Source: an optimization exercise on an open RTL-to-GDS flow (aim: small area, a short achievable clock period and few clock cycles per item). Production flows keep margins and buffers that such runs may drop. At most, simulation tests tie the RTL to the original design; equivalence was not proved. Function not checked in runs 1 and 2: the RTL went through the layout flow alone.

<file path="flow/design.v">
module sha256_kh #(
    parameter PB = 0                  
) (
    input  wire         clk,
    input  wire         start,        
    input  wire [16:0]  ph,           
    input  wire         k0,           
    input  wire         k1,           
    input  wire         n0,           
    input  wire         n1,           
    input  wire         n9,           
    input  wire         n14,          
    input  wire [31:0]  kn,           
    input  wire [31:0]  hkw_init,     
    input  wire [31:0]  kw0,          
    input  wire [31:0]  kw1,          
    input  wire         wload,        
    input  wire [127:0] wval,
    input  wire         whold,        
    output wire [31:0]  a_new,
    output wire [31:0]  a_q,
    output wire [31:0]  b_q,
    output wire [31:0]  c_q,
    output wire [31:0]  w0_q,
    output wire [31:0]  w1_q
);
    localparam [31:0] IV0 = 32'h6a09e667, IV1 = 32'hbb67ae85,
                      IV2 = 32'h3c6ef372, IV3 = 32'ha54ff53a,
                      IV4 = 32'h510e527f, IV5 = 32'h9b05688c,
                      IV6 = 32'h1f83d9ab;
    localparam [127:0] DOM = PB ? 128'h101112131415161718191a1b1c1d1e1f
                                : 128'h000102030405060708090a0b0c0d0e0f;
    function [31:0] wc;
        input integer i;
        begin
            case (i)
                5'd4:  wc = DOM[127:96];
                5'd5:  wc = DOM[95:64];
                5'd6:  wc = DOM[63:32];
                5'd7:  wc = DOM[31:0];
                5'd8:  wc = 32'h80000000;
                5'd15: wc = 32'd256;
                default: wc = 32'd0;
            endcase
        end
    endfunction
    function [31:0] csa_s;
        input [31:0] x, y, z;
        csa_s = x ^ y ^ z;
    endfunction
    function [31:0] csa_c;
        input [31:0] x, y, z;
        csa_c = {((x[30:0] & y[30:0]) | (x[30:0] & z[30:0]) | (y[30:0] & z[30:0])), 1'b0};
    endfunction
    reg [31:0] a, b, c, d, e, f, g, hkw;
    reg [31:0] w [0:15];
    reg [31:0] c0, c1, c9;
    integer j;
    always @(*) begin
        c0 = 32'd0; c1 = 32'd0; c9 = 32'd0;
        for (j = 4; j <= 15; j = j + 1) c0 = c0 | (ph[j] ? wc(j) : 32'd0);
        for (j = 3; j <= 14; j = j + 1) c1 = c1 | (ph[j] ? wc(j + 1) : 32'd0);
        for (j = 0; j <= 6;  j = j + 1) c9 = c9 | (ph[j] ? wc(j + 9) : 32'd0);
    end
    wire [31:0] wt   = (k0 ? kw0 : 32'd0) | c0 | (n0 ? w[0] : 32'd0);
    wire [31:0] wt1  = (k1 ? kw1 : 32'd0) | c1 | (n1 ? w[1] : 32'd0);
    wire [31:0] wt9  = c9 | (n9 ? w[9] : 32'd0);
    wire [31:0] wt14 = (ph[1] ? 32'd256 : 32'd0) | (n14 ? w[14] : 32'd0);
    wire [31:0] s1  = {e[5:0], e[31:6]} ^ {e[10:0], e[31:11]} ^ {e[24:0], e[31:25]};
    wire [31:0] ch  = (e & f) ^ (~e & g);
    wire [31:0] s0  = {a[1:0], a[31:2]} ^ {a[12:0], a[31:13]} ^ {a[21:0], a[31:22]};
    wire [31:0] maj = (a & b) ^ (a & c) ^ (b & c);
    wire [31:0] x1s = csa_s(s1, ch, hkw);
    wire [31:0] x1c = csa_c(s1, ch, hkw);
    wire [31:0] e2s = csa_s(x1s, x1c, d);
    wire [31:0] e2c = csa_c(x1s, x1c, d);
    wire [31:0] a2s = csa_s(x1s, x1c, s0);
    wire [31:0] a2c = csa_c(x1s, x1c, s0);
    wire [31:0] a3s = csa_s(a2s, a2c, maj);
    wire [31:0] a3c = csa_c(a2s, a2c, maj);
    wire [31:0] e_new = e2s + e2c;
    assign      a_new = a3s + a3c;
    wire [31:0] hks = csa_s(g, kn, wt1);
    wire [31:0] hkc = csa_c(g, kn, wt1);
    wire [31:0] hkw_next = hks + hkc;
    wire [31:0] ss0 = {wt1[6:0], wt1[31:7]} ^ {wt1[17:0], wt1[31:18]} ^ (wt1 >> 3);
    wire [31:0] ss1 = {wt14[16:0], wt14[31:17]} ^ {wt14[18:0], wt14[31:19]} ^ (wt14 >> 10);
    wire [31:0] m1s = csa_s(ss0, ss1, wt9);
    wire [31:0] m1c = csa_c(ss0, ss1, wt9);
    wire [31:0] m2s = csa_s(m1s, m1c, wt);
    wire [31:0] m2c = csa_c(m1s, m1c, wt);
    wire [31:0] wnew = m2s + m2c;
    integer i;
    always @(posedge clk) begin
        if (start) begin
            a <= IV0; b <= IV1; c <= IV2; d <= IV3;
            e <= IV4; f <= IV5; g <= IV6; hkw <= hkw_init;
        end else begin
            a <= a_new; b <= a; c <= b; d <= c;
            e <= e_new; f <= e; g <= f; hkw <= hkw_next;
        end
        for (i = 4; i < 15; i = i + 1)
            w[i] <= w[i + 1];
        w[15] <= wnew;
        if (wload) begin
            w[0] <= wval[127:96];
            w[1] <= wval[95:64];
            w[2] <= wval[63:32];
            w[3] <= wval[31:0];
        end else if (!whold) begin
            for (i = 0; i < 4; i = i + 1)
                w[i] <= w[i + 1];
        end
    end
    assign a_q  = a;
    assign b_q  = b;
    assign c_q  = c;
    assign w0_q = w[0];
    assign w1_q = w[1];
endmodule
module ectf17_sc (
    input  wire         clk,
    input  wire         rst,
    input  wire         cmd_valid,
    output wire         cmd_ready,
    input  wire [1:0]   cmd_op,
    input  wire [127:0] cmd_data,
    output reg          rsp_valid,
    output wire [127:0] rsp_data
);
    localparam [1:0] OP_LOAD = 2'd0, OP_CRYPT = 2'd1, OP_ADV = 2'd2, OP_MASK = 2'd3;
    localparam [31:0] IV0 = 32'h6a09e667, IV1 = 32'hbb67ae85,
                      IV2 = 32'h3c6ef372, IV3 = 32'ha54ff53a,
                      IV7 = 32'h5be0cd19;
    localparam [2047:0] KTAB = {
        32'hc67178f2, 32'hbef9a3f7, 32'ha4506ceb, 32'h90befffa,
        32'h8cc70208, 32'h84c87814, 32'h78a5636f, 32'h748f82ee,
        32'h682e6ff3, 32'h5b9cca4f, 32'h4ed8aa4a, 32'h391c0cb3,
        32'h34b0bcb5, 32'h2748774c, 32'h1e376c08, 32'h19a4c116,
        32'h106aa070, 32'hf40e3585, 32'hd6990624, 32'hd192e819,
        32'hc76c51a3, 32'hc24b8b70, 32'ha81a664b, 32'ha2bfe8a1,
        32'h92722c85, 32'h81c2c92e, 32'h766a0abb, 32'h650a7354,
        32'h53380d13, 32'h4d2c6dfc, 32'h2e1b2138, 32'h27b70a85,
        32'h14292967, 32'h06ca6351, 32'hd5a79147, 32'hc6e00bf3,
        32'hbf597fc7, 32'hb00327c8, 32'ha831c66d, 32'h983e5152,
        32'h76f988da, 32'h5cb0a9dc, 32'h4a7484aa, 32'h2de92c6f,
        32'h240ca1cc, 32'h0fc19dc6, 32'hefbe4786, 32'he49b69c1,
        32'hc19bf174, 32'h9bdc06a7, 32'h80deb1fe, 32'h72be5d74,
        32'h550c7dc3, 32'h243185be, 32'h12835b01, 32'hd807aa98,
        32'hab1c5ed5, 32'h923f82a4, 32'h59f111f1, 32'h3956c25b,
        32'he9b5dba5, 32'hb5c0fbcf, 32'h71374491, 32'h428a2f98};
    reg         busy;         
    reg         pend;         
    reg  [5:0]  t;            
    reg  [16:0] ph;           
    reg         k0, k1, n0, n1, n9, n14;
    reg         lastr;        
    reg [127:0] mreg;         
    wire idle = !busy && !pend;
    assign cmd_ready = idle || (cmd_op == OP_LOAD);
    wire accept   = cmd_valid && cmd_ready;
    wire do_load  = accept && (cmd_op == OP_LOAD);
    wire do_crypt = accept && (cmd_op == OP_CRYPT);
    wire do_step  = accept && (cmd_op == OP_CRYPT || cmd_op == OP_ADV);
    wire start    = pend || do_step;
    wire last     = busy && lastr;
    reg [31:0] kn;
    always @(*) begin
        case (t)
            6'd62:   kn = KTAB[63*32 +: 32] + IV0;
            6'd63:   kn = 32'd0;
            default: kn = KTAB[{t + 6'd1, 5'd0} +: 32];
        endcase
    end
    wire [31:0] aw0, aw1;
    wire [31:0] a_an, a_aq, a_bq, a_cq;
    wire [31:0] m_an, m_aq, m_bq, m_cq;
    wire [31:0] hkw_init = aw0 + (IV7 + KTAB[31:0]);
    wire [127:0] adv_dig  = {a_an, a_aq + IV1, a_bq + IV2, a_cq + IV3};
    wire [127:0] mask_dig = {m_an, m_aq + IV1, m_bq + IV2, m_cq + IV3};
    wire         kload = rst || do_load || last;
    wire [127:0] kval  = rst ? 128'd0 : do_load ? cmd_data : adv_dig;
    sha256_kh #(.PB(0)) u_adv (
        .clk(clk), .start(start), .ph(ph), .k0(k0), .k1(k1), .n0(n0), .n1(n1), .n9(n9), .n14(n14), .kn(kn), .hkw_init(hkw_init),
        .kw0(aw0), .kw1(aw1), .wload(kload), .wval(kval), .whold(!busy),
        .a_new(a_an), .a_q(a_aq), .b_q(a_bq), .c_q(a_cq), .w0_q(aw0), .w1_q(aw1));
    sha256_kh #(.PB(1)) u_mask (
        .clk(clk), .start(start), .ph(ph), .k0(k0), .k1(k1), .n0(n0), .n1(n1), .n9(n9), .n14(n14), .kn(kn), .hkw_init(hkw_init),
        .kw0(aw0), .kw1(aw1), .wload(1'b0), .wval(128'd0), .whold(1'b0),
        .a_new(m_an), .a_q(m_aq), .b_q(m_bq), .c_q(m_cq), .w0_q(), .w1_q());
    always @(posedge clk) begin
        if (rst) begin
            busy      <= 1'b0;
            pend      <= 1'b1;
            rsp_valid <= 1'b0;
        end else begin
            rsp_valid <= accept && cmd_op[0];         
            if (do_load) begin
                busy <= 1'b0;
                pend <= 1'b1;
            end else if (start) begin
                busy <= 1'b1;
                pend <= 1'b0;
            end else if (last) begin
                busy <= 1'b0;
            end
        end
        if (start) begin
            t     <= 6'd0;
            ph    <= 17'd1;
            k0    <= 1'b1;
            k1    <= 1'b1;
            n0    <= 1'b0;
            n1    <= 1'b0;
            n9    <= 1'b0;
            n14   <= 1'b0;
            lastr <= 1'b0;
        end else begin
            t     <= t + 6'd1;
            ph    <= {ph[15:0], 1'b0};
            if (ph[3])  k0  <= 1'b0;
            if (ph[2])  k1  <= 1'b0;
            if (ph[15]) n0  <= 1'b1;
            if (ph[14]) n1  <= 1'b1;
            if (ph[6])  n9  <= 1'b1;
            if (ph[1])  n14 <= 1'b1;
            lastr <= (t == 6'd62);
        end
        if (last)
            mreg <= mask_dig;
        else if (do_crypt)
            mreg <= mreg ^ cmd_data;
    end
    assign rsp_data = mreg;
endmodule
</file>
<file path="flow/run.sh">
#!/bin/bash
# synth_recipe.tcl (not shown) runs the flow's synth.tcl, then flattens the netlist and writes it again
# the make line also repeats each setting of config.mk as NAME=value (left out here)
make -C /OpenROAD-flow-scripts/flow DESIGN_CONFIG=/design/flow/config.mk WORK_HOME=/design/flow/orfs CLKGATE_MAP_FILE= SYNTH_SCRIPT=/design/flow/synth_recipe.tcl finish
</file>
<file path="flow/config.mk">
export PLATFORM = sky130hd
export DESIGN_NAME = ectf17_sc
export DESIGN_NICKNAME = ectf17_sc
export VERILOG_FILES = /design/flow/design.v
export SDC_FILE = /design/flow/constraint.sdc
export NUM_CORES = 4
export LEC_CHECK = 0
export ABC_CLOCK_PERIOD_IN_PS = 5000
export CAP_MARGIN = 20
export CORE_MARGIN = 2
export CORE_UTILIZATION = 40
export PLACE_DENSITY = 0.6
export SETUP_SLACK_MARGIN = 5
export SLEW_MARGIN = 20
</file>
<file path="flow/constraint.sdc">
create_clock -name core_clock -period 10.0 [get_ports {clk}]
set_input_delay 2.0000 -clock core_clock [delete_from_list [all_inputs] [get_ports {clk}]]
set_output_delay 2.0000 -clock core_clock [all_outputs]
set_load 0.01 [all_outputs]
</file>
==> flow_summary_export.csv, run 1 <==
group,metric,value,unit
yosys,syn_area_per_cell,10.1,um2
worst_setup_path,cp.arrival,6.17,ns
global_route,grt_max_degree,221,
yosys,syn_area,82000,um2
routing,drt_first_iter_violations,7263,
clock_tree,cts_max_level,4,
timing,achievable-frequency,182,MHz
timing,setup_viol_count_final,0,
global_route,wire_length_of_the_first_global_routing_pass,456000,um
die,start_util,40.1,%
die,design.core.area,204000,um2
worst_setup_path,cp_slowest_cell,"sky130_fd_sc_hd__o211ai_1",
clock_tree,tritoncts,"done",
timing,final.period_utilization,54.9,%
clock_tree,clk_transition_reported_paths,0.07,ns
clock_tree,root_buffer,"sky130_fd_sc_hd__clkbuf_16",
placed_design,io_buffer_count,262,
clock_tree,clock_latency,0.86,ns
yosys,synth_nets,8904,
finish,final_layout_size_suffix_gt1_share,16.3,%
run,max_cap_viol_count,0,
placed_design,place.detailed.hpwl,249000,um
yosys,synth_area_leader_cell,"sky130_fd_sc_hd__dfxtp_1",
placed_design,place_congestion,1.02,
routing,drt-total-wl,331000,um
worst_setup_path,crit_top_cell,"sky130_fd_sc_hd__o211ai_1",
worst_setup_path,critical_path.startpoint_type,"flop",
clock_tree,cts_inserted_buffers,178,
yosys,ys_seq_elements,1696,
min_path,timing.hold.worst.class,"reg2reg",
routing,detailedRoute.firstPassIterationCount,8,
global_route,first_global_vias,60300,
timing,finalSetupTns,0,ns
finish,area.growth.synth_to_final,22.9,%
yosys,ys.flop_type,"sky130_fd_sc_hd__dfxtp_1",
worst_setup_path,timing_worst_setup_path_type,"reg2reg",
routing,highest-signal-layer,"met5",
worst_setup_path,path_max_fanout,6,
timing,timing.max_slew.rel_slack,22.8,%
timing,finalHoldWorstSlack,0.292,ns
timing,post-route-min-period,5.49,ns
timing,max_slew_violations,0,
clock_tree,clock_sink_count,1696,
global_route,antenna_found_initial,11,
routing,antenna_left,0,
routing,route.detailed.vias_per_inst,5.56,
routing,route.met3.wl,30500,um
die,die_y,457,um
yosys,synthesis.instances,8086,
timing,fin_skew,0.0522,ns
routing,met1Wirelength,137000,um
yosys,yosys.cell_types.count,88,
run_status,result_of_the_run,"no timing/DRC/antenna violations",
die,design.die.area,209000,um2
routing,routed_wire_length_per_instance,29.1,um
routing,drc,0,
global_route,track_usage,30.7,%
die,die_x,457,um
timing,rsz0062_at_grt,"yes",
clock_tree,clk_path_buf_depth,3,
worst_setup_path,slowest_delay,0.56,ns
yosys,synth-warning-count,5,
yosys,synthDominantCellAreaShare,35.2,%
finish,postLayoutCoreUtil,49.3,%
worst_setup_path,crit_path_cell_trace,"ha_4 > buf_6 > nand3_4 > xnor2_4 > buf_12 > mux2i_1 > a31oi_2 > o211ai_1 > a31oi_4 > fa_1 > inv_2 > ha_4 > o211ai_1 > a21oi_4 > o41a_1 > a22oi_2 > o211ai_1 > a21oi_2 > nor3_2 > a2111oi_4 > a2111o_1 > o211ai_1",
worst_setup_path,critPathRequiredTime,10.68,ns
routing,vias,63100,
yosys,synth_enable_flop_cells,256,
timing,final-hold-violation-count,0,
worst_setup_path,timing.critical_path.to_type,"flop",
global_route,globalRouteOverflowTotal,0,
finish,finish.net_count,9316,
yosys,ys_seq_area_share,44.6,%
timing,tightestPinTransition,1.16,ns
finish,nFillCells,18500,
yosys,synth.area.top_cells,"sky130_fd_sc_hd__dfxtp_1, sky130_fd_sc_hd__fa_1, sky130_fd_sc_hd__edfxtp_1, sky130_fd_sc_hd__xnor2_1, sky130_fd_sc_hd__ha_1",
finish,reg.largest.list,"u_adv.w: 512 flops, u_mask.w: 512 flops, mreg: 128 flops",
die,num_rows,166,
routing,met2_length,140000,um
yosys,asyncSetResetFlopFracSynth,0,%
die,top_level_ports,263,
cell usage in the layout, fill, tap and decap left out, types with 34 or more instances in the layout:
master and instances:
sky130_fd_sc_hd__a21oi_1 310, sky130_fd_sc_hd__maj3_1 62, sky130_fd_sc_hd__fa_1 361, sky130_fd_sc_hd__dfxtp_1 1367, sky130_fd_sc_hd__ha_4 40, sky130_fd_sc_hd__o21a_1 57, sky130_fd_sc_hd__dfxtp_2 37, sky130_fd_sc_hd__a21oi_2 69
sky130_fd_sc_hd__edfxtp_1 256, sky130_fd_sc_hd__o21ai_0 344, sky130_fd_sc_hd__nand2_1 660, sky130_fd_sc_hd__clkbuf_1 43, sky130_fd_sc_hd__nand2b_1 217, sky130_fd_sc_hd__clkbuf_16 182, sky130_fd_sc_hd__a21o_1 149, sky130_fd_sc_hd__nor3_1 79
sky130_fd_sc_hd__dfxtp_4 36, sky130_fd_sc_hd__o21bai_1 34, sky130_fd_sc_hd__buf_4 297, sky130_fd_sc_hd__a311oi_1 56, sky130_fd_sc_hd__o21ai_1 78, sky130_fd_sc_hd__and2_1 204, sky130_fd_sc_hd__xnor2_1 580, sky130_fd_sc_hd__nor2_1 463
sky130_fd_sc_hd__nand3_1 75, sky130_fd_sc_hd__buf_12 36, sky130_fd_sc_hd__mux2i_1 43, sky130_fd_sc_hd__a31oi_1 52, sky130_fd_sc_hd__a211oi_1 56, sky130_fd_sc_hd__buf_6 51, sky130_fd_sc_hd__clkdlybuf4s50_1 258, sky130_fd_sc_hd__o211ai_1 63
sky130_fd_sc_hd__xor2_1 373, sky130_fd_sc_hd__xnor2_2 51, sky130_fd_sc_hd__fa_2 45, sky130_fd_sc_hd__inv_1 443, sky130_fd_sc_hd__ha_1 216
timing repair:
item,4_1_cts,5_1_grt
hold buffers,0,0
setup buffers,231,71
cloned,19,0
resized for setup,610,323
setup endpoints to repair,191,124
pin swaps,251,205
endpoints found under the hold margin,0,0
critical path: cells and delay by family (launching register included):
family	cells	cell delay (ns)
AOI/OAI and AO/OA	12	2.96
adders and majority gates	3	0.96
DFF	1	0.40
buffers and inverters	3	0.33
xor gates and xnor gates	1	0.26
muxes	1	0.24
and+or+nand+nor	2	0.17
layer usage:
| layer | GRT usage (%) | vias to the layer above |
|---|---|---|
| li1 | - | 28000 |
| met1 | 41.6 | 31100 |
| met2 | 45.2 | 3241 |
| met3 | 6.58 | 688 |
| met4 | 18.0 | 6 |
| met5 | 0 | - |
cell families after synthesis:
| family | Yosys count | share of synthesized area [%] |
|---|---|---|
| and+or+nand+nor | 1969 | 11.3 |
| DFF | 1696 | 44.6 |
| AOI/OAI and AO/OA | 1655 | 13.0 |
| xor gates and xnor gates | 1040 | 11.1 |
| buffers and inverters | 910 | 4.17 |
| adders and majority gates | 748 | 14.9 |
| muxes | 68 | 0.921 |
cell usage after synthesis (19+ instances only):
cell type                  instances
sky130_fd_sc_hd__a211oi_1         74
sky130_fd_sc_hd__a21o_1          151
sky130_fd_sc_hd__a21oi_1         397
sky130_fd_sc_hd__a221o_1          25
sky130_fd_sc_hd__a221oi_1         24
sky130_fd_sc_hd__a22oi_1          25
sky130_fd_sc_hd__a311oi_1         63
sky130_fd_sc_hd__a31oi_1          67
sky130_fd_sc_hd__and2_1          209
sky130_fd_sc_hd__and3_1           34
sky130_fd_sc_hd__buf_1            34
sky130_fd_sc_hd__clkbuf_1        400
sky130_fd_sc_hd__dfxtp_1        1440
sky130_fd_sc_hd__edfxtp_1        256
sky130_fd_sc_hd__fa_1            406
sky130_fd_sc_hd__ha_1            279
sky130_fd_sc_hd__inv_1           470
sky130_fd_sc_hd__maj3_1           63
sky130_fd_sc_hd__mux2_2           19
sky130_fd_sc_hd__mux2i_1          45
sky130_fd_sc_hd__nand2_1         689
sky130_fd_sc_hd__nand2b_1        218
sky130_fd_sc_hd__nand3_1          79
sky130_fd_sc_hd__nand4_1          19
sky130_fd_sc_hd__nor2_1          495
sky130_fd_sc_hd__nor2b_1          30
sky130_fd_sc_hd__nor3_1           87
sky130_fd_sc_hd__o211ai_1         63
sky130_fd_sc_hd__o21a_1           58
sky130_fd_sc_hd__o21ai_0         403
sky130_fd_sc_hd__o21ai_1          51
sky130_fd_sc_hd__o21bai_1         38
sky130_fd_sc_hd__o31ai_1          27
sky130_fd_sc_hd__or3_1            38
sky130_fd_sc_hd__xnor2_1         644
sky130_fd_sc_hd__xor2_1          396
metrics by stage:
step           cells  setup slack (ns)  area (um2)
6_report       11300              4.51      101000
4_1_cts        11300              4.64       98600
3_5_place_dp   10700              2.44       87400
2_1_floorplan   8086              4.90       82300
3_3_place_gp   10700              2.43       87300
5_1_grt        11300              4.41      101000
worst paths after layout:
kind                         start                to  slack (ns)  cells after the start
hold reg to reg   u_mask.w[11][29]  u_mask.w[10][29]        0.29                      0
setup reg to reg              t[1]     u_adv.hkw[31]        4.51                     22
hold / removal    u_mask.w[11][29]  u_mask.w[10][29]        0.29                      0
setup / recovery              t[1]     u_adv.hkw[31]        4.51                     22
cell type report:
cell class | count | area [um2] | area share, %
diodes | 8 | 20.0 | 0.0199
clock buffers | 248 | 5030 | 5.00
clock inverters | 85 | 1200 | 1.19
inverters | 472 | 1830 | 1.82
multi-input cells | 5483 | 45800 | 45.5
flip-flops and latches | 1696 | 36700 | 36.4
well taps | 2688 | 3360 | 3.34
repair buffers | 667 | 6770 | 6.72
==> inputs of run 2 (changes only) <==
--- a/flow/design.v
+++ b/flow/design.v
@@ -18,2 +18,4 @@
     input  wire [127:0] wval,
+    input  wire         wxor,         
+    input  wire [127:0] wx,
     input  wire         whold,        
@@ -24,3 +26,4 @@
     output wire [31:0]  w0_q,
-    output wire [31:0]  w1_q
+    output wire [31:0]  w1_q,
+    output wire [127:0] w03_q
 );
@@ -109,2 +112,7 @@
             w[3] <= wval[31:0];
+        end else if (wxor) begin
+            w[0] <= w[0] ^ wx[127:96];
+            w[1] <= w[1] ^ wx[95:64];
+            w[2] <= w[2] ^ wx[63:32];
+            w[3] <= w[3] ^ wx[31:0];
         end else if (!whold) begin
@@ -119,2 +127,3 @@
     assign w1_q = w[1];
+    assign w03_q = {w[0], w[1], w[2], w[3]};
 endmodule
@@ -157,3 +166,2 @@
     reg         lastr;        
-    reg [127:0] mreg;         
     wire idle = !busy && !pend;
@@ -184,8 +192,8 @@
         .clk(clk), .start(start), .ph(ph), .k0(k0), .k1(k1), .n0(n0), .n1(n1), .n9(n9), .n14(n14), .kn(kn), .hkw_init(hkw_init),
-        .kw0(aw0), .kw1(aw1), .wload(kload), .wval(kval), .whold(!busy),
-        .a_new(a_an), .a_q(a_aq), .b_q(a_bq), .c_q(a_cq), .w0_q(aw0), .w1_q(aw1));
+        .kw0(aw0), .kw1(aw1), .wload(kload), .wval(kval), .wxor(1'b0), .wx(128'd0), .whold(!busy),
+        .a_new(a_an), .a_q(a_aq), .b_q(a_bq), .c_q(a_cq), .w0_q(aw0), .w1_q(aw1), .w03_q());
     sha256_kh #(.PB(1)) u_mask (
         .clk(clk), .start(start), .ph(ph), .k0(k0), .k1(k1), .n0(n0), .n1(n1), .n9(n9), .n14(n14), .kn(kn), .hkw_init(hkw_init),
-        .kw0(aw0), .kw1(aw1), .wload(1'b0), .wval(128'd0), .whold(1'b0),
-        .a_new(m_an), .a_q(m_aq), .b_q(m_bq), .c_q(m_cq), .w0_q(), .w1_q());
+        .kw0(aw0), .kw1(aw1), .wload(last), .wval(mask_dig), .wxor(do_crypt), .wx(cmd_data), .whold(!busy),
+        .a_new(m_an), .a_q(m_aq), .b_q(m_bq), .c_q(m_cq), .w0_q(), .w1_q(), .w03_q(rsp_data));
     always @(posedge clk) begin
@@ -228,8 +236,3 @@
         end
-        if (last)
-            mreg <= mask_dig;
-        else if (do_crypt)
-            mreg <= mreg ^ cmd_data;
-    end
-    assign rsp_data = mreg;
+    end
 endmodule
==> flow_summary_export.csv, run 2 <==
group,metric,value,unit
global_route,antenna_found_initial,52,
finish,area.growth.synth_to_final,22.3,%
clock_tree,tritoncts,"done",
clock_tree,clock_sink_count,1568,
worst_setup_path,critical_path.startpoint_type,"flop",
yosys,synth_enable_flop_cells,256,
timing,finalHoldWorstSlack,0.295,ns
yosys,yosys.cell_types.count,107,
yosys,synth-warning-count,5,
timing,tightestPinTransition,1.33,ns
die,top_level_ports,263,
timing,achievable-frequency,192,MHz
timing,rsz0062_at_grt,"yes",
timing,setup_viol_count_final,0,
yosys,synth_nets,9008,
run,max_cap_viol_count,0,
yosys,post-synth-top-count-cell,"sky130_fd_sc_hd__dfxtp_1",
yosys,ys.flop_type,"sky130_fd_sc_hd__dfxtp_1",
routing,drt-total-wl,382000,um
placed_design,io_buffer_count,262,
timing,final-hold-violation-count,0,
global_route,first_global_vias,63500,
yosys,synth_area_leader_cell,"sky130_fd_sc_hd__dfxtp_1",
timing,finalSetupTns,0,ns
routing,antenna_left,0,
clock_tree,cts_inserted_buffers,168,
min_path,timing.hold.worst.class,"reg2reg",
finish,most-common-layout-cells,"sky130_fd_sc_hd__dfxtp_1, sky130_fd_sc_hd__nand2_1, sky130_fd_sc_hd__xnor2_1",
routing,drt_first_iter_violations,8400,
finish,postLayoutCoreUtil,49.1,%
global_route,wire_length_of_the_first_global_routing_pass,513000,um
routing,route.detailed.vias_per_inst,5.82,
worst_setup_path,critPathRequiredTime,10.70,ns
yosys,asyncSetResetFlopFracSynth,0,%
placed_design,place_congestion,1.05,
yosys,ys_seq_area_share,42.0,%
yosys,syn_area_per_cell,9.88,um2
die,design.die.area,206000,um2
clock_tree,clk_transition_reported_paths,0.06,ns
timing,final.period_utilization,52.0,%
die,start_util,40.1,%
die,design.core.area,202000,um2
routing,drc,0,
worst_setup_path,timing.critical_path.to_type,"flop",
timing,timing.max_slew.rel_slack,10.7,%
clock_tree,clk_path_buf_depth,3,
finish,final_layout_size_suffix_gt1_share,16.1,%
clock_tree,holdBufCountCts,0,
finish,reg.largest.list,"u_adv.w: 512 flops, u_mask.w: 512 flops",
yosys,synthDominantCellAreaShare,32.5,%
yosys,synthesis.instances,8192,
yosys,synth_cell_count_leaders,"sky130_fd_sc_hd__dfxtp_1, sky130_fd_sc_hd__xnor2_1, sky130_fd_sc_hd__nand2_1",
worst_setup_path,cp.arrival,5.91,ns
die,num_rows,165,
die,die_x,454,um
die,die_y,454,um
finish,mostFrequentLayoutCell,"sky130_fd_sc_hd__dfxtp_1",
clock_tree,root_buffer,"sky130_fd_sc_hd__clkbuf_16",
timing,max_slew_violations,0,
worst_setup_path,path_max_fanout,17,
yosys,synth.area.top_cells,"sky130_fd_sc_hd__dfxtp_1, sky130_fd_sc_hd__fa_1, sky130_fd_sc_hd__edfxtp_1, sky130_fd_sc_hd__xnor2_1, sky130_fd_sc_hd__ha_1",
routing,detailedRoute.firstPassIterationCount,10,
run_status,result_of_the_run,"no timing/DRC/antenna violations",
clock_tree,clock_latency,0.86,ns
worst_setup_path,timing_worst_setup_path_type,"reg2reg",
timing,post-route-min-period,5.20,ns
clock_tree,cts_max_level,4,
yosys,syn_area,80900,um2
placed_design,place.detailed.hpwl,293000,um
global_route,grt_max_degree,207,
routing,routed_wire_length_per_instance,33.5,um
timing,fin_skew,0.0723,ns
routing,vias,66500,
global_route,track_usage,36.2,%
finish,finish.net_count,9373,
global_route,globalRouteOverflowTotal,0,
yosys,ys_seq_elements,1568,
-- run 2: cell count changes after synthesis, moves of 18 or more --
cell	previous run	this run
sky130_fd_sc_hd__dfxtp_1	1440	1312
sky130_fd_sc_hd__xor2_1	396	284
sky130_fd_sc_hd__xnor2_1	644	755
sky130_fd_sc_hd__o21ai_0	403	510
sky130_fd_sc_hd__o211ai_1	63	167
sky130_fd_sc_hd__nand2_1	689	726
sky130_fd_sc_hd__nor2_1	495	460
sky130_fd_sc_hd__inv_1	470	450
sky130_fd_sc_hd__a22oi_1	25	44
sky130_fd_sc_hd__a311oi_1	63	45
sky130_fd_sc_hd__nand2b_1	218	236
sky130_fd_sc_hd__o21a_1	58	40
sky130_fd_sc_hd__o21ai_1	51	33
-- run 2: area by class of cell --
cell class                      count  area, um2
Antenna cell                       42        105
Clock buffer                      229       4760
Clock inverter                     86       1130
Fill cell                       18600     103000
Inverter                          451       1740
Multi-Input combinational cell   5712      47300
Sequential cell                  1568      34100
Tap cell                         2672       3340
Timing Repair Buffer              655       6500
Timing Repair inverter              1       8.76
-- run 2: per-layer routing --
metal | share of wire [%] | global-route usage (%) | routed length (um) | vias to the layer above
met4 | 7.7 | 23.1 | 29600 | 19
met2 | 42 | 53.1 | 162000 | 3927
li1 | - | - | - | 28500
met1 | 39 | 45.7 | 148000 | 33000
met5 | 0.15 | 1.52 | 584 | -
met3 | 11 | 11.5 | 41700 | 1025
-- run 2: cell families after synthesis --
group | count (synthesis) | synth area share [%]
AOI/OAI and AO/OA | 1806 | 14.4
xor gates and xnor gates | 1043 | 11.4
DFF | 1568 | 42.0
buffers and inverters | 915 | 4.27
and+or+nand+nor | 2052 | 12.0
muxes | 66 | 0.917
adders and majority gates | 742 | 15.1
-- run 2: worst max-delay path, stage by stage (launching register included) --
cell and delay (ns):
sky130_fd_sc_hd__dfxtp_4 0.39, sky130_fd_sc_hd__buf_12 0.16, sky130_fd_sc_hd__inv_1 0.06, sky130_fd_sc_hd__buf_6 0.17
sky130_fd_sc_hd__xnor2_4 0.20, sky130_fd_sc_hd__buf_12 0.16, sky130_fd_sc_hd__bufbuf_16 0.28, sky130_fd_sc_hd__a211oi_2 0.34
sky130_fd_sc_hd__nor2_1 0.06, sky130_fd_sc_hd__mux4_2 0.53, sky130_fd_sc_hd__a21oi_4 0.32, sky130_fd_sc_hd__fa_1 0.49
sky130_fd_sc_hd__ha_4 0.24, sky130_fd_sc_hd__a21o_1 0.16, sky130_fd_sc_hd__a21o_1 0.21, sky130_fd_sc_hd__a221oi_4 0.35
sky130_fd_sc_hd__o311ai_4 0.18, sky130_fd_sc_hd__a41o_1 0.25, sky130_fd_sc_hd__a21oi_2 0.15, sky130_fd_sc_hd__mux2i_1 0.20
sky130_fd_sc_hd__nand4_1 0.11
-- run 2: metrics by stage --
step,setup slack (ns),std cells,cell area (um2)
CTS,4.91,11300,96600
finish,4.80,11400,99000
global route,4.65,11400,98900
floorplan,4.98,8192,81100
global placement,2.56,10800,86300
detailed placement,2.56,10800,86300
-- run 2: worst paths after layout --
path | slack [ns] | cells past startpoint | end | startpoint
worst max-delay path | 4.80 | 20 | u_mask.hkw[31] | t[3]
worst min-delay path | 0.30 | 0 | u_adv.w[6][11] | u_adv.w[7][11]
worst max register to register | 4.80 | 20 | u_mask.hkw[31] | t[3]
worst min register to register | 0.30 | 0 | u_adv.w[6][11] | u_adv.w[7][11]
-- run 2: what timing repair did --
item / in CTS / in global routing
gates cloned: 17 / 0
endpoints found under the setup margin: 203 / 130
pin swaps: 195 / 201
buffers inserted: 176 / 91
resized for setup: 591 / 370
endpoints found under the hold margin: 0 / 0
==> inputs of run 3 (changes only) <==
--- a/flow/design.v
+++ b/flow/design.v
@@ -18,2 +18,6 @@
     input  wire [127:0] wval,
+    input  wire         dload,        
+    input  wire [95:0]  dval,
+    input  wire         fload,        
+    input  wire [31:0]  fval,
     input  wire         wxor,         
@@ -112,10 +116,22 @@
             w[3] <= wval[31:0];
-        end else if (wxor) begin
-            w[0] <= w[0] ^ wx[127:96];
-            w[1] <= w[1] ^ wx[95:64];
-            w[2] <= w[2] ^ wx[63:32];
-            w[3] <= w[3] ^ wx[31:0];
-        end else if (!whold) begin
-            for (i = 0; i < 4; i = i + 1)
-                w[i] <= w[i + 1];
+        end else begin
+            if (fload)
+                w[0] <= fval;
+            else if (wxor)
+                w[0] <= w[0] ^ wx[127:96];
+            else if (!whold)
+                w[0] <= w[1];
+            if (dload) begin
+                w[1] <= dval[95:64];
+                w[2] <= dval[63:32];
+                w[3] <= dval[31:0];
+            end else if (wxor) begin
+                w[1] <= w[1] ^ wx[95:64];
+                w[2] <= w[2] ^ wx[63:32];
+                w[3] <= w[3] ^ wx[31:0];
+            end else if (!whold) begin
+                w[1] <= w[2];
+                w[2] <= w[3];
+                w[3] <= w[4];
+            end
         end
@@ -166,2 +182,4 @@
     reg         lastr;        
+    reg         fresh;        
+    reg  [31:0] kreg;         
     wire idle = !busy && !pend;
@@ -174,8 +192,9 @@
     wire last     = busy && lastr;
-    reg [31:0] kn;
+    reg [31:0] kn2;
     always @(*) begin
         case (t)
-            6'd62:   kn = KTAB[63*32 +: 32] + IV0;
-            6'd63:   kn = 32'd0;
-            default: kn = KTAB[{t + 6'd1, 5'd0} +: 32];
+            6'd61:   kn2 = KTAB[63*32 +: 32] + IV0;
+            6'd62,
+            6'd63:   kn2 = 32'd0;
+            default: kn2 = KTAB[{t + 6'd2, 5'd0} +: 32];
         endcase
@@ -185,14 +204,18 @@
     wire [31:0] m_an, m_aq, m_bq, m_cq;
-    wire [31:0] hkw_init = aw0 + (IV7 + KTAB[31:0]);
-    wire [127:0] adv_dig  = {a_an, a_aq + IV1, a_bq + IV2, a_cq + IV3};
-    wire [127:0] mask_dig = {m_an, m_aq + IV1, m_bq + IV2, m_cq + IV3};
-    wire         kload = rst || do_load || last;
-    wire [127:0] kval  = rst ? 128'd0 : do_load ? cmd_data : adv_dig;
+    wire [31:0] key0     = fresh ? a_aq : aw0;
+    wire [31:0] hkw_init = key0 + (IV7 + KTAB[31:0]);
+    wire [95:0] adv_dig  = {a_aq + IV1, a_bq + IV2, a_cq + IV3};
+    wire [95:0] mask_dig = {m_aq + IV1, m_bq + IV2, m_cq + IV3};
+    wire         kload = rst || do_load;
+    wire [127:0] kval  = rst ? 128'd0 : cmd_data;
     sha256_kh #(.PB(0)) u_adv (
-        .clk(clk), .start(start), .ph(ph), .k0(k0), .k1(k1), .n0(n0), .n1(n1), .n9(n9), .n14(n14), .kn(kn), .hkw_init(hkw_init),
-        .kw0(aw0), .kw1(aw1), .wload(kload), .wval(kval), .wxor(1'b0), .wx(128'd0), .whold(!busy),
+        .clk(clk), .start(start), .ph(ph), .k0(k0), .k1(k1), .n0(n0), .n1(n1), .n9(n9), .n14(n14), .kn(kreg), .hkw_init(hkw_init),
+        .kw0(aw0), .kw1(aw1), .wload(kload), .wval(kval), .dload(last), .dval(adv_dig),
+        .fload(fresh), .fval(a_aq), .wxor(1'b0), .wx(128'd0), .whold(!busy),
         .a_new(a_an), .a_q(a_aq), .b_q(a_bq), .c_q(a_cq), .w0_q(aw0), .w1_q(aw1), .w03_q());
     sha256_kh #(.PB(1)) u_mask (
-        .clk(clk), .start(start), .ph(ph), .k0(k0), .k1(k1), .n0(n0), .n1(n1), .n9(n9), .n14(n14), .kn(kn), .hkw_init(hkw_init),
-        .kw0(aw0), .kw1(aw1), .wload(last), .wval(mask_dig), .wxor(do_crypt), .wx(cmd_data), .whold(!busy),
+        .clk(clk), .start(start), .ph(ph), .k0(k0), .k1(k1), .n0(n0), .n1(n1), .n9(n9), .n14(n14), .kn(kreg), .hkw_init(hkw_init),
+        .kw0(aw0), .kw1(aw1), .wload(1'b0), .wval(128'd0), .dload(last), .dval(mask_dig),
+        .fload(fresh), .fval(m_aq ^ (do_crypt ? cmd_data[127:96] : 32'd0)),
+        .wxor(do_crypt), .wx(cmd_data), .whold(!busy),
         .a_new(m_an), .a_q(m_aq), .b_q(m_bq), .c_q(m_cq), .w0_q(), .w1_q(), .w03_q(rsp_data));
@@ -203,3 +226,5 @@
             rsp_valid <= 1'b0;
-        end else begin
+            fresh     <= 1'b0;
+        end else begin
+            fresh     <= last && !do_load;
             rsp_valid <= accept && cmd_op[0];         
@@ -216,2 +241,3 @@
         if (start) begin
+            kreg  <= KTAB[63:32];
             t     <= 6'd0;
@@ -226,2 +252,3 @@
         end else begin
+            kreg  <= kn2;
             t     <= t + 6'd1;
==> flow_summary_export.csv, run 3 <==
group,metric,value,unit
clock_tree,clock_sink_count,1601,
routing,route.met3.wl,32500,um
worst_setup_path,worstPathBufferInverterCount,2,
min_path,timing.hold.worst.class,"reg2reg",
run_status,result_of_the_run,"no timing/DRC/antenna violations",
timing,final.period_utilization,50.3,%
finish,multi_input_area,44600,um2
die,start_util,40.1,%
min_path,hold_path_depth,0,
clock_tree,clock_latency,0.88,ns
global_route,grt_max_degree,167,
routing,antenna_left,0,
finish,finish.net_count,9290,
clock_tree,cts_inserted_buffers,173,
clock_tree,clk_transition_reported_paths,0.07,ns
worst_setup_path,timing_worst_setup_path_type,"reg2reg",
clock_tree,root_buffer,"sky130_fd_sc_hd__clkbuf_16",
worst_setup_path,crit_path_cell_trace,"or2_4 > buf_16 > a21oi_4 > xnor2_2 > xnor2_2 > fa_1 > inv_1 > fa_1 > ha_2 > fa_2 > a21o_1 > a221oi_4 > o21a_2 > o31a_4 > o21ai_2 > a41o_1 > or4b_1 > a31oi_2 > xnor2_1",
routing,met2_length,165000,um
worst_setup_path,critical_path.startpoint_type,"flop",
finish,area.growth.synth_to_final,16.1,%
timing,post-route-min-period,5.03,ns
die,num_rows,166,
timing,timing.max_slew.rel_slack,22.6,%
worst_setup_path,critical_path.reg2reg.startpoint,"n1",
yosys,asyncSetResetFlopFracSynth,0,%
timing,finalSetupTns,0,ns
finish,final_area,95100,um2
timing,achievable-frequency,199,MHz
yosys,yosys.cell_types.count,102,
yosys,ys_seq_area_share,42.2,%
finish,mostFrequentLayoutCell,"sky130_fd_sc_hd__dfxtp_1",
global_route,track_usage,35.2,%
yosys,synth_nets,9096,
routing,met1Wirelength,148000,um
clock_tree,tritoncts,"done",
worst_setup_path,critPathRequiredTime,10.74,ns
finish,most-common-layout-cells,"sky130_fd_sc_hd__dfxtp_1, sky130_fd_sc_hd__nand2_1, sky130_fd_sc_hd__xnor2_1",
yosys,synthesis.instances,8249,
finish,nFillCells,19200,
timing,fin_skew,0.0769,ns
timing,tightestPinTransition,1.15,ns
worst_setup_path,path_max_fanout,20,
yosys,post-synth-top-count-cell,"sky130_fd_sc_hd__dfxtp_1",
finish,reg.largest.list,"u_adv.w: 512 flops, u_mask.w: 512 flops",
worst_setup_path,cp_slowest_cell,"sky130_fd_sc_hd__or4b_1",
worst_setup_path,reg2regPathDepth,19,
placed_design,detailed_place.area,87400,um2
timing,setup_viol_count_final,0,
routing,drt_first_iter_violations,8128,
placed_design,io_buffer_count,262,
worst_setup_path,cp.arrival,5.77,ns
die,design.die.area,208000,um2
routing,vias,64000,
worst_setup_path,reg2reg_to,"u_adv.w[15][31]",
die,top_level_ports,263,
placed_design,place.detailed.hpwl,297000,um
routing,drt-total-wl,376000,um
global_route,antenna_found_initial,56,
clock_tree,clk_path_buf_depth,3,
routing,routed_wire_length_per_instance,33.3,um
yosys,ys.flop_type,"sky130_fd_sc_hd__dfxtp_1",
yosys,syn_area,81900,um2
timing,rsz0062_at_grt,"yes",
min_path,hp-start,"u_adv.w[7][20]",
yosys,syn_area_per_cell,9.93,um2
die,die_y,457,um
worst_setup_path,worst_path_dominant_cell_family,"adder cells",
routing,highest-signal-layer,"met5",
clock_tree,cts_max_level,4,
die,die_x,457,um
routing,detailedRoute.firstPassIterationCount,7,
die,design.core.area,204000,um2
min_path,whs_endpoint,"u_adv.w[6][20]",
yosys,synth.area.top_cells,"sky130_fd_sc_hd__dfxtp_1, sky130_fd_sc_hd__fa_1, sky130_fd_sc_hd__edfxtp_1, sky130_fd_sc_hd__xnor2_1, sky130_fd_sc_hd__ha_1",
finish,final_layout_size_suffix_gt1_share,8.95,%
yosys,ys_seq_elements,1601,
yosys,synth-warning-count,5,
yosys,synth_cell_count_leaders,"sky130_fd_sc_hd__dfxtp_1, sky130_fd_sc_hd__xnor2_1, sky130_fd_sc_hd__nand2_1",
routing,route.detailed.vias_per_inst,5.66,
finish,final-seq-area,34700,um2
worst_setup_path,slowest_delay,0.50,ns
yosys,synth_enable_flop_cells,256,
global_route,wire_length_of_the_first_global_routing_pass,507000,um
timing,max_slew_violations,0,
global_route,first_global_vias,61600,
timing,final-hold-violation-count,0,
run,max_cap_viol_count,0,
routing,drc,0,
global_route,globalRouteOverflowTotal,0,
worst_setup_path,timing.critical_path.to_type,"flop",
worst_setup_path,setup.reg_to_reg.worst_slack,4.97,ns
yosys,synthDominantCellAreaShare,32.9,%
placed_design,place_congestion,1.01,
yosys,synth_area_leader_cell,"sky130_fd_sc_hd__dfxtp_1",
run 3: kinds of logic after synthesis:
logic type / after synthesis / share of synthesized area (%)
AOI/OAI and AO/OA: 1784 / 13.7
xor gates and xnor gates: 1030 / 11.0
adders and majority gates: 767 / 15.5
buffers and inverters: 1002 / 4.62
DFF: 1601 / 42.2
muxes: 117 / 1.48
and+or+nand+nor: 1948 / 11.4
run 3: layout make-up:
type,count,area share [%]
multi-input cells,5647,46.9
flip-flops and latches,1601,36.5
clock buffers,232,5.11
repair buffers,464,4.51
well taps,2688,3.54
inverters,556,2.25
clock inverters,90,1.19
diodes,23,0.0605
run 3: worst max-delay path by stage:
stage,startpoint,end,slack (ns),cells past startpoint
2_1_floorplan,ph[6],u_mask.w[15][23],4.89,21
3_3_place_gp,ph[6],u_mask.w[15][29],3.90,18
3_5_place_dp,ph[6],u_mask.w[15][28],4.11,18
4_1_cts,k1,u_adv.w[15][31],4.92,19
5_1_grt,n1,u_adv.w[15][31],4.81,18
6_report,n1,u_adv.w[15][31],4.97,19
run 3: routing by layer:
| metal | GRT usage, % | vias up |
|---|---|---|
| li1 | - | 28100 |
| met1 | 45.1 | 31800 |
| met2 | 54.5 | 3267 |
| met3 | 6.80 | 814 |
| met4 | 22.4 | 20 |
| met5 | 0 | - |
run 3: repair_timing:
| item | CTS | global route |
|---|---|---|
| buffers inserted | 25 | 41 |
| endpoints found under the setup margin | 85 | 72 |
| gates resized for setup | 151 | 110 |
| pin swaps | 24 | 51 |
| hold buffers | 0 | 0 |
| gates cloned | 2 | 0 |
run 3: through the flow:
| step | hold slack [ns] | cells | setup slack, ns | utilization, % |
|---|---|---|---|---|
| 2_1_floorplan | 0.310 | 8249 | 4.89 | - |
| 3_3_place_gp | 0.310 | 10900 | 3.90 | 42.8 |
| 3_5_place_dp | 0.312 | 10900 | 4.11 | 42.8 |
| 4_1_cts | 0.289 | 11200 | 4.92 | 46.2 |
| 5_1_grt | 0.295 | 11300 | 4.81 | 46.6 |
| 6_report | 0.295 | 11300 | 4.97 | 46.6 |
run 3: worst reg2reg max path: stages, from the launching register on:
cell	delay (ns)
sky130_fd_sc_hd__dfxtp_1	0.32
sky130_fd_sc_hd__or2_4	0.32
sky130_fd_sc_hd__buf_16	0.20
sky130_fd_sc_hd__a21oi_4	0.21
sky130_fd_sc_hd__xnor2_2	0.11
sky130_fd_sc_hd__xnor2_2	0.14
sky130_fd_sc_hd__fa_1	0.49
sky130_fd_sc_hd__inv_1	0.06
sky130_fd_sc_hd__fa_1	0.45
sky130_fd_sc_hd__ha_2	0.22
sky130_fd_sc_hd__fa_2	0.41
sky130_fd_sc_hd__a21o_1	0.23
sky130_fd_sc_hd__a221oi_4	0.28
sky130_fd_sc_hd__o21a_2	0.19
sky130_fd_sc_hd__o31a_4	0.17
sky130_fd_sc_hd__o21ai_2	0.09
sky130_fd_sc_hd__a41o_1	0.23
sky130_fd_sc_hd__or4b_1	0.50
sky130_fd_sc_hd__a31oi_2	0.16
sky130_fd_sc_hd__xnor2_1	0.14
Testbench counts of run 3, summed over its fixed seeds: cycles 33,872, items 512.
==> inputs of run 4 (changes only) <==
--- a/flow/design.v
+++ b/flow/design.v
@@ -16,8 +16,8 @@
     input  wire [31:0]  kw1,          
+    input  wire         q61,          
+    input  wire         q62,          
+    input  wire         q63,          
+    input  wire         fresh,        
     input  wire         wload,        
     input  wire [127:0] wval,
-    input  wire         dload,        
-    input  wire [95:0]  dval,
-    input  wire         fload,        
-    input  wire [31:0]  fval,
     input  wire         wxor,         
@@ -71,6 +71,9 @@
     end
-    wire [31:0] wt   = (k0 ? kw0 : 32'd0) | c0 | (n0 ? w[0] : 32'd0);
+    wire        tail = q61 | q62 | q63;
+    wire [31:0] wt   = (k0 ? kw0 : 32'd0) | c0 | ((n0 && !tail) ? w[0] : 32'd0) | (tail ? a : 32'd0);
     wire [31:0] wt1  = (k1 ? kw1 : 32'd0) | c1 | (n1 ? w[1] : 32'd0);
-    wire [31:0] wt9  = c9 | (n9 ? w[9] : 32'd0);
-    wire [31:0] wt14 = (ph[1] ? 32'd256 : 32'd0) | (n14 ? w[14] : 32'd0);
+    wire [31:0] wt9  = c9 | ((n9 && !tail) ? w[9] : 32'd0) |
+                       (q61 ? IV3 : 32'd0) | (q62 ? IV2 : 32'd0) | (q63 ? IV1 : 32'd0);
+    wire [31:0] wt14 = (ph[1] ? 32'd256 : 32'd0) | ((n14 && !tail) ? w[14] : 32'd0);
+    wire [31:0] wt1s = tail ? 32'd0 : wt1;
     wire [31:0] s1  = {e[5:0], e[31:6]} ^ {e[10:0], e[31:11]} ^ {e[24:0], e[31:25]};
@@ -92,3 +95,3 @@
     wire [31:0] hkw_next = hks + hkc;
-    wire [31:0] ss0 = {wt1[6:0], wt1[31:7]} ^ {wt1[17:0], wt1[31:18]} ^ (wt1 >> 3);
+    wire [31:0] ss0 = {wt1s[6:0], wt1s[31:7]} ^ {wt1s[17:0], wt1s[31:18]} ^ (wt1s >> 3);
     wire [31:0] ss1 = {wt14[16:0], wt14[31:17]} ^ {wt14[18:0], wt14[31:19]} ^ (wt14 >> 10);
@@ -116,22 +119,10 @@
             w[3] <= wval[31:0];
-        end else begin
-            if (fload)
-                w[0] <= fval;
-            else if (wxor)
-                w[0] <= w[0] ^ wx[127:96];
-            else if (!whold)
-                w[0] <= w[1];
-            if (dload) begin
-                w[1] <= dval[95:64];
-                w[2] <= dval[63:32];
-                w[3] <= dval[31:0];
-            end else if (wxor) begin
-                w[1] <= w[1] ^ wx[95:64];
-                w[2] <= w[2] ^ wx[63:32];
-                w[3] <= w[3] ^ wx[31:0];
-            end else if (!whold) begin
-                w[1] <= w[2];
-                w[2] <= w[3];
-                w[3] <= w[4];
-            end
+        end else if (fresh || wxor) begin
+            w[0] <= (fresh ? a     : w[0]) ^ (wxor ? wx[127:96] : 32'd0);
+            w[1] <= (fresh ? w[15] : w[1]) ^ (wxor ? wx[95:64]  : 32'd0);
+            w[2] <= (fresh ? w[14] : w[2]) ^ (wxor ? wx[63:32]  : 32'd0);
+            w[3] <= (fresh ? w[13] : w[3]) ^ (wxor ? wx[31:0]   : 32'd0);
+        end else if (!whold) begin
+            for (i = 0; i < 4; i = i + 1)
+                w[i] <= w[i + 1];
         end
@@ -182,2 +173,3 @@
     reg         lastr;        
+    reg         q61, q62;     
     reg         fresh;        
@@ -206,4 +198,2 @@
     wire [31:0] hkw_init = key0 + (IV7 + KTAB[31:0]);
-    wire [95:0] adv_dig  = {a_aq + IV1, a_bq + IV2, a_cq + IV3};
-    wire [95:0] mask_dig = {m_aq + IV1, m_bq + IV2, m_cq + IV3};
     wire         kload = rst || do_load;
@@ -212,4 +202,4 @@
         .clk(clk), .start(start), .ph(ph), .k0(k0), .k1(k1), .n0(n0), .n1(n1), .n9(n9), .n14(n14), .kn(kreg), .hkw_init(hkw_init),
-        .kw0(aw0), .kw1(aw1), .wload(kload), .wval(kval), .dload(last), .dval(adv_dig),
-        .fload(fresh), .fval(a_aq), .wxor(1'b0), .wx(128'd0), .whold(!busy),
+        .kw0(aw0), .kw1(aw1), .q61(q61), .q62(q62), .q63(last), .fresh(fresh),
+        .wload(kload), .wval(kval), .wxor(1'b0), .wx(128'd0), .whold(!busy),
         .a_new(a_an), .a_q(a_aq), .b_q(a_bq), .c_q(a_cq), .w0_q(aw0), .w1_q(aw1), .w03_q());
@@ -217,5 +207,4 @@
         .clk(clk), .start(start), .ph(ph), .k0(k0), .k1(k1), .n0(n0), .n1(n1), .n9(n9), .n14(n14), .kn(kreg), .hkw_init(hkw_init),
-        .kw0(aw0), .kw1(aw1), .wload(1'b0), .wval(128'd0), .dload(last), .dval(mask_dig),
-        .fload(fresh), .fval(m_aq ^ (do_crypt ? cmd_data[127:96] : 32'd0)),
-        .wxor(do_crypt), .wx(cmd_data), .whold(!busy),
+        .kw0(aw0), .kw1(aw1), .q61(q61), .q62(q62), .q63(last), .fresh(fresh),
+        .wload(1'b0), .wval(128'd0), .wxor(do_crypt), .wx(cmd_data), .whold(!busy),
         .a_new(m_an), .a_q(m_aq), .b_q(m_bq), .c_q(m_cq), .w0_q(), .w1_q(), .w03_q(rsp_data));
@@ -242,2 +231,4 @@
             kreg  <= KTAB[63:32];
+            q61   <= 1'b0;
+            q62   <= 1'b0;
             t     <= 6'd0;
@@ -253,2 +244,4 @@
             kreg  <= kn2;
+            q61   <= busy && (t == 6'd60);
+            q62   <= busy && (t == 6'd61);
             t     <= t + 6'd1;
--- a/flow/config.mk
+++ b/flow/config.mk
@@ -7,3 +7,2 @@
 export LEC_CHECK = 0
-export ABC_CLOCK_PERIOD_IN_PS = 5000
 export CAP_MARGIN = 20
@@ -11,2 +10,4 @@
 export CORE_UTILIZATION = 40
+export CTS_CLUSTER_DIAMETER = 80
+export CTS_CLUSTER_SIZE = 20
 export PLACE_DENSITY = 0.6
==> flow_summary_export.csv, run 4 <==
group,metric,value,unit
clock_tree,clock_sink_count,1603,
worst_setup_path,worst_path_dominant_cell_family,"compound AO/OA/AOI/OAI gates",
yosys,synth.area.top_cells,"sky130_fd_sc_hd__dfxtp_1, sky130_fd_sc_hd__fa_1, sky130_fd_sc_hd__edfxtp_1, sky130_fd_sc_hd__xnor2_1, sky130_fd_sc_hd__nand2_1",
global_route,grt_max_degree,181,
routing,drt-total-wl,333000,um
worst_setup_path,setup.reg_to_reg.worst_slack,4.42,ns
yosys,synth_area_leader_cell,"sky130_fd_sc_hd__dfxtp_1",
yosys,asyncSetResetFlopFracSynth,0,%
routing,route.detailed.vias_per_inst,5.49,
clock_tree,root_buffer,"sky130_fd_sc_hd__clkbuf_16",
yosys,syn_area,81100,um2
timing,setup_viol_count_final,0,
clock_tree,tritoncts,"done",
worst_setup_path,slowest_delay,0.46,ns
die,top_level_ports,263,
yosys,ys_seq_area_share,42.7,%
yosys,synth_cell_count_leaders,"sky130_fd_sc_hd__dfxtp_1, sky130_fd_sc_hd__nand2_1, sky130_fd_sc_hd__xnor2_1",
routing,drc,0,
timing,timing.max_slew.rel_slack,25.0,%
global_route,first_global_vias,59200,
die,start_util,40.2,%
yosys,yosys.cell_types.count,93,
yosys,synth-warning-count,5,
yosys,synthDominantCellAreaShare,33.2,%
worst_setup_path,cp_slowest_cell,"sky130_fd_sc_hd__fa_1",
worst_setup_path,crit_path_cell_trace,"or2_4 > or3_4 > buf_4 > a221o_1 > xnor2_1 > xnor2_1 > nand2_1 > fa_1 > inv_1 > fa_1 > ha_4 > a21o_1 > a21o_1 > a21o_1 > a2111oi_4 > nor2_2 > a41oi_4 > a311oi_4 > a221oi_4 > buf_12 > or4b_1 > nand4_1",
clock_tree,cts_inserted_buffers,112,
die,die_x,454,um
timing,fin_skew,0.114,ns
timing,finalSetupTns,0,ns
finish,most-common-layout-cells,"sky130_fd_sc_hd__dfxtp_1, sky130_fd_sc_hd__nand2_1, sky130_fd_sc_hd__xnor2_1",
routing,routed_wire_length_per_instance,29.9,um
timing,rsz0062_at_grt,"yes",
worst_setup_path,critical_path.startpoint_type,"flop",
yosys,ys.flop_type,"sky130_fd_sc_hd__dfxtp_1",
die,design.core.area,202000,um2
min_path,timing.hold.worst.class,"reg2reg",
finish,reg.largest.list,"u_adv.w: 512 flops, u_mask.w: 512 flops",
worst_setup_path,worstPathBufferInverterCount,3,
clock_tree,clk_transition_reported_paths,0.10,ns
finish,mostFrequentLayoutCell,"sky130_fd_sc_hd__dfxtp_1",
timing,post-route-min-period,5.58,ns
routing,drt_first_iter_violations,6191,
finish,final_layout_size_suffix_gt1_share,8.89,%
placed_design,place_congestion,1.04,
routing,vias,61200,
worst_setup_path,timing.critical_path.to_type,"flop",
worst_setup_path,path_max_fanout,4,
finish,finish.net_count,9189,
timing,tightestPinTransition,1.12,ns
global_route,track_usage,31.5,%
finish,area.growth.synth_to_final,14.9,%
routing,detailedRoute.firstPassIterationCount,7,
yosys,synth_nets,9036,
run_status,result_of_the_run,"no timing/DRC/antenna violations",
clock_tree,cts_max_level,3,
run,max_cap_viol_count,0,
placed_design,io_buffer_count,262,
die,die_y,454,um
yosys,syn_area_per_cell,9.90,um2
clock_tree,clock_latency,0.87,ns
die,num_rows,165,
die,design.die.area,206000,um2
finish,nFillCells,19000,
global_route,globalRouteOverflowTotal,0,
worst_setup_path,cp.arrival,6.31,ns
worst_setup_path,critPathRequiredTime,10.73,ns
yosys,post-synth-top-count-cell,"sky130_fd_sc_hd__dfxtp_1",
timing,max_slew_violations,0,
timing,achievable-frequency,179,MHz
placed_design,place.detailed.hpwl,256000,um
yosys,synthesis.instances,8195,
clock_tree,clk_path_buf_depth,3,
global_route,antenna_found_initial,41,
worst_setup_path,crit_top_cell,"sky130_fd_sc_hd__a21o_1",
timing,final.period_utilization,55.8,%
global_route,wire_length_of_the_first_global_routing_pass,457000,um
timing,final-hold-violation-count,0,
worst_setup_path,timing_worst_setup_path_type,"reg2reg",
yosys,ys_seq_elements,1603,
routing,antenna_left,0,
yosys,synth_enable_flop_cells,256,
run 4: changes by cell type after synthesis, sizes merged, moves of 23 or more:
cell,previous run,this run
a21o,146,169
a21oi,347,313
a22oi,60,18
inv,555,591
mux2i,102,191
nand2,766,932
nor2,340,310
o211ai,126,29
xor2,239,198
run 4: cells by family after synthesis:
group | Yosys count | share of synthesized area (%)
buffers and inverters | 1056 | 4.92
DFF | 1603 | 42.7
muxes | 204 | 2.56
and+or+nand+nor | 2023 | 11.6
adders and majority gates | 756 | 15.6
xor gates and xnor gates | 999 | 10.8
AOI/OAI and AO/OA | 1554 | 11.9
run 4: per-layer routing:
metal | track usage (%) | wire (um) | vias to the layer above
met4 | 22.6 | 29100 | 12
met1 | 40.2 | 135000 | 30100
met2 | 48.0 | 145000 | 2825
met3 | 5.75 | 24000 | 854
li1 | - | - | 27400
met5 | 0 | 66 | -
run 4: timing repair:
item | in CTS | in global routing
hold buffers | 0 | 0
endpoints found under the hold margin | 0 | 0
setup endpoints to repair | 141 | 77
pin swaps | 82 | 89
gates resized for setup | 251 | 142
gates cloned | 10 | 1
buffers inserted | 72 | 49
run 4: cell type report:
type	instances	area (um2)	area share, %
timing repair buffer	498	4730	5.08
sequential	1603	34800	37.3
antenna	18	45.0	0.0483
multi-input combinational	5541	44300	47.5
clock buffer	160	3030	3.25
clock inverter	50	792	0.850
tap	2672	3340	3.59
inverter	592	2220	2.39
run 4: metrics by stage:
stage          hold slack (ns)  cells  area [um2]  setup WS (ns)  utilization [%]
3_5_place_dp             0.312  10800       86400           2.95             42.8
5_1_grt                  0.314  11100       93200           4.31             46.2
2_1_floorplan            0.310   8195       81300           4.63                -
3_3_place_gp             0.310  10800       86400           2.89             42.8
6_report                 0.310  11100       93200           4.42             46.2
4_1_cts                  0.304  11100       92100           4.53             45.6
run 4: final timing paths:
check	cells after the start	start	endpoint
worst min-delay path	0	u_adv.w[11][11]	u_adv.w[10][11]
worst max-delay path	22	ph[5]	u_mask.w[15][28]
worst max register to register	22	ph[5]	u_mask.w[15][28]
worst min register to register	0	u_adv.w[11][11]	u_adv.w[10][11]
Testbench counts of run 4, summed over its fixed seeds: cycles 33,872, items 512.
==> inputs of run 5 (changes only) <==
==> flow/flow/run.sh (new file) <==
#!/bin/bash
# The standard layout (the standard.sh, unchanged synthesis and steps),
# with one change: the port buffers that global placement inserts on every
# input and output are sky130_fd_sc_hd__buf_1 cells instead of the default
# choice (clkdlybuf4s50_1), which is larger. Every port still gets its
# own buffer. The make output goes to layout.log in this folder; each ORFS
# step keeps its own log under orfs/logs/.
set -euo pipefail
export BUFFER_PORTS_ARGS="-buffer_cell sky130_fd_sc_hd__buf_1"
bash standard.sh > layout.log 2>&1
==> flow/standard.sh (new file) <==
#!/bin/bash
# synth_recipe.tcl (not shown) runs the flow's synth.tcl, then flattens the netlist and writes it again
# the make line also repeats each setting of config.mk as NAME=value (left out here)
make -C /OpenROAD-flow-scripts/flow DESIGN_CONFIG=/design/flow/config.mk WORK_HOME=/design/flow/orfs CLKGATE_MAP_FILE= SYNTH_SCRIPT=/design/flow/synth_recipe.tcl "${@:-finish}"
removed: flow/run.sh
==> flow_summary_export.csv, run 5 <==
group,metric,value,unit
clock_tree,cts_inserted_buffers,106,
die,design.core.area,202000,um2
worst_setup_path,reg2regPathDepth,22,
die,die_x,454,um
routing,routed_wire_length_per_instance,29.9,um
routing,drt-total-wl,333000,um
placed_design,place.detailed.hpwl,259000,um
die,die_y,454,um
yosys,synth_enable_flop_cells,256,
global_route,track_usage,31.7,%
min_path,hold_path_depth,0,
run,max_cap_viol_count,0,
routing,vias,60900,
worst_setup_path,cp_slowest_cell,"sky130_fd_sc_hd__a311oi_4",
finish,area.growth.synth_to_final,12.7,%
routing,route.detailed.vias_per_inst,5.47,
clock_tree,clk_transition_reported_paths,0.09,ns
timing,fin_skew,0.0852,ns
clock_tree,root_buffer,"sky130_fd_sc_hd__clkbuf_16",
clock_tree,clock_sink_count,1603,
global_route,wire_length_of_the_first_global_routing_pass,460000,um
placed_design,io_buffer_count,262,
clock_tree,clk_path_buf_depth,3,
timing,tightestPinTransition,1.10,ns
yosys,post-synth-top-count-cell,"sky130_fd_sc_hd__dfxtp_1",
yosys,ys_seq_elements,1603,
yosys,ys.flop_type,"sky130_fd_sc_hd__dfxtp_1",
timing,post-route-min-period,5.54,ns
routing,drc,0,
global_route,globalRouteOverflowTotal,0,
worst_setup_path,path_max_fanout,4,
clock_tree,tritoncts,"done",
routing,detailedRoute.firstPassIterationCount,8,
finish,finish.net_count,9198,
die,top_level_ports,263,
yosys,yosys.cell_types.count,93,
yosys,ys_seq_area_share,42.7,%
worst_setup_path,critPathRequiredTime,10.78,ns
global_route,first_global_vias,58900,
global_route,antenna_found_initial,54,
finish,reg.largest.list,"u_adv.w: 512 flops, u_mask.w: 512 flops",
worst_setup_path,timing.critical_path.to_type,"flop",
timing,max_slew_violations,0,
timing,post-route-worst-setup-slack,4.46,ns
worst_setup_path,cp.arrival,6.32,ns
clock_tree,cts_max_level,3,
finish,most-common-layout-cells,"sky130_fd_sc_hd__dfxtp_1, sky130_fd_sc_hd__nand2_1, sky130_fd_sc_hd__xnor2_1",
routing,drt_first_iter_violations,5994,
timing,finalSetupTns,0,ns
run_status,result_of_the_run,"no timing/DRC/antenna violations",
clock_tree,clock_latency,0.85,ns
worst_setup_path,timing_worst_setup_path_type,"reg2reg",
yosys,synthesis.instances,8195,
placed_design,dpl_worst_slack,3.26,ns
clock_tree,holdBufCountCts,0,
yosys,synth-warning-count,5,
yosys,syn_area,81100,um2
worst_setup_path,critical_path.startpoint_type,"flop",
timing,timing.max_slew.rel_slack,26.6,%
timing,final-hold-violation-count,0,
worst_setup_path,slowest_delay,0.53,ns
timing,achievable-frequency,181,MHz
min_path,timing.hold.worst.class,"reg2reg",
die,num_rows,165,
timing,setup_viol_count_final,0,
yosys,synth_cell_count_leaders,"sky130_fd_sc_hd__dfxtp_1, sky130_fd_sc_hd__nand2_1, sky130_fd_sc_hd__xnor2_1",
timing,final.period_utilization,55.4,%
run 5: what timing repair did:
action | CTS | global route
endpoints found under the setup margin | 126 | 87
pin swaps | 62 | 117
gates cloned | 8 | 0
gates resized for setup | 220 | 202
buffers inserted | 81 | 58
run 5: path summary, 6_finish.rpt:
path                    from                to  slack (ns)
max reg2reg            ph[6]  u_mask.w[15][28]        4.46
max                    ph[6]  u_mask.w[15][28]        4.46
min reg2reg  u_mask.w[8][29]   u_mask.w[7][29]        0.31
min          u_mask.w[8][29]   u_mask.w[7][29]        0.31
run 5: per-layer routing:
layer | track usage, % | part of all wire, %
met1 | 41.0 | 41
met4 | 20.7 | 7.8
met2 | 49.3 | 45
met3 | 5.06 | 6.5
met5 | 0 | 0.031
run 5: worst max-delay path, delay by kind of cell (launching register included):
| family | cells | cell delay [ns] |
|---|---|---|
| fa+ha+maj | 3 | 1.29 |
| buf+inv | 3 | 0.27 |
| flops | 1 | 0.36 |
| compound gates | 8 | 1.68 |
| xor+xnor | 2 | 0.45 |
| simple gates | 6 | 1.43 |
run 5: kinds of logic after synthesis:
kind of cell | count (synthesis) | share of synthesized area (%)
AND/OR/NAND/NOR | 2023 | 11.6
flip-flops | 1603 | 42.7
buffers and inverters | 1056 | 4.92
multiplexers | 204 | 2.56
XOR/XNOR | 999 | 10.8
adder cells (fa/ha/maj) | 756 | 15.6
AO/OA/AOI/OAI | 1554 | 11.9
run 5: final cells by class:
| type | count | area, um2 |
|---|---|---|
| Antenna cell | 30 | 75.1 |
| Clock buffer | 146 | 2820 |
| Clock inverter | 42 | 671 |
| Fill cell | 19200 | 110000 |
| Inverter | 592 | 2220 |
| Multi-Input combinational cell | 5540 | 44300 |
| Sequential cell | 1603 | 34800 |
| Tap cell | 2672 | 3340 |
| Timing Repair Buffer | 514 | 3220 |
run 5: stage by stage:
step | util, % | area [um2] | hold WS [ns] | instances
floorplan | - | 81300 | 0.310 | 8195
CTS | 44.6 | 90000 | 0.311 | 11100
global route | 45.3 | 91400 | 0.321 | 11100
finish | 45.3 | 91400 | 0.308 | 11100
global placement | 42.0 | 84700 | 0.310 | 10800
detailed placement | 42.0 | 84700 | 0.312 | 10800

## re-timing with driven ports
How much do the figures lean on ideal ports? The routed layouts below were timed once more, with nothing changed but the port constraints. Step 1 (the two cells are an assumption about what drives the block):
set clk [get_ports {clk}]
set_driving_cell -lib_cell sky130_fd_sc_hd__clkbuf_16 $clk
set_driving_cell -lib_cell sky130_fd_sc_hd__buf_2 [delete_from_list [all_inputs] $clk]
Step 2 adds t to the input delays and takes it off the output delays; t is the mean of the earliest and latest rising clock arrival at the registers after step 1. Input paths then give back, and output paths get back, about the clock's delay inside the block. Slacks: ideal ports / drivers / drivers and shift; pairs: ideal ports / drivers.
run | shift t [ns] | slack for setup (ns) | worst register clock-pin slew, ns | cell pins on the clock port's net
run 1 | 0.914 | 4.509 / 4.509 / 4.485 | 0.07 / 0.07 | 1
run 2 | 0.916 | 4.797 / 4.797 / 4.501 | 0.07 / 0.07 | 1
run 3 | 0.924 | 4.970 / 4.970 / 4.419 | 0.07 / 0.07 | 1
run 4 | 0.914 | 4.423 / 4.423 / 4.410 | 0.10 / 0.10 | 1
run 5 | 0.904 | 4.463 / 4.463 / 4.445 | 0.09 / 0.09 | 1
After both steps every run listed still meets setup and hold. The setup slack of run 3, which loses most, moves by 0.000 ns with the drivers and by -0.551 ns with both steps.
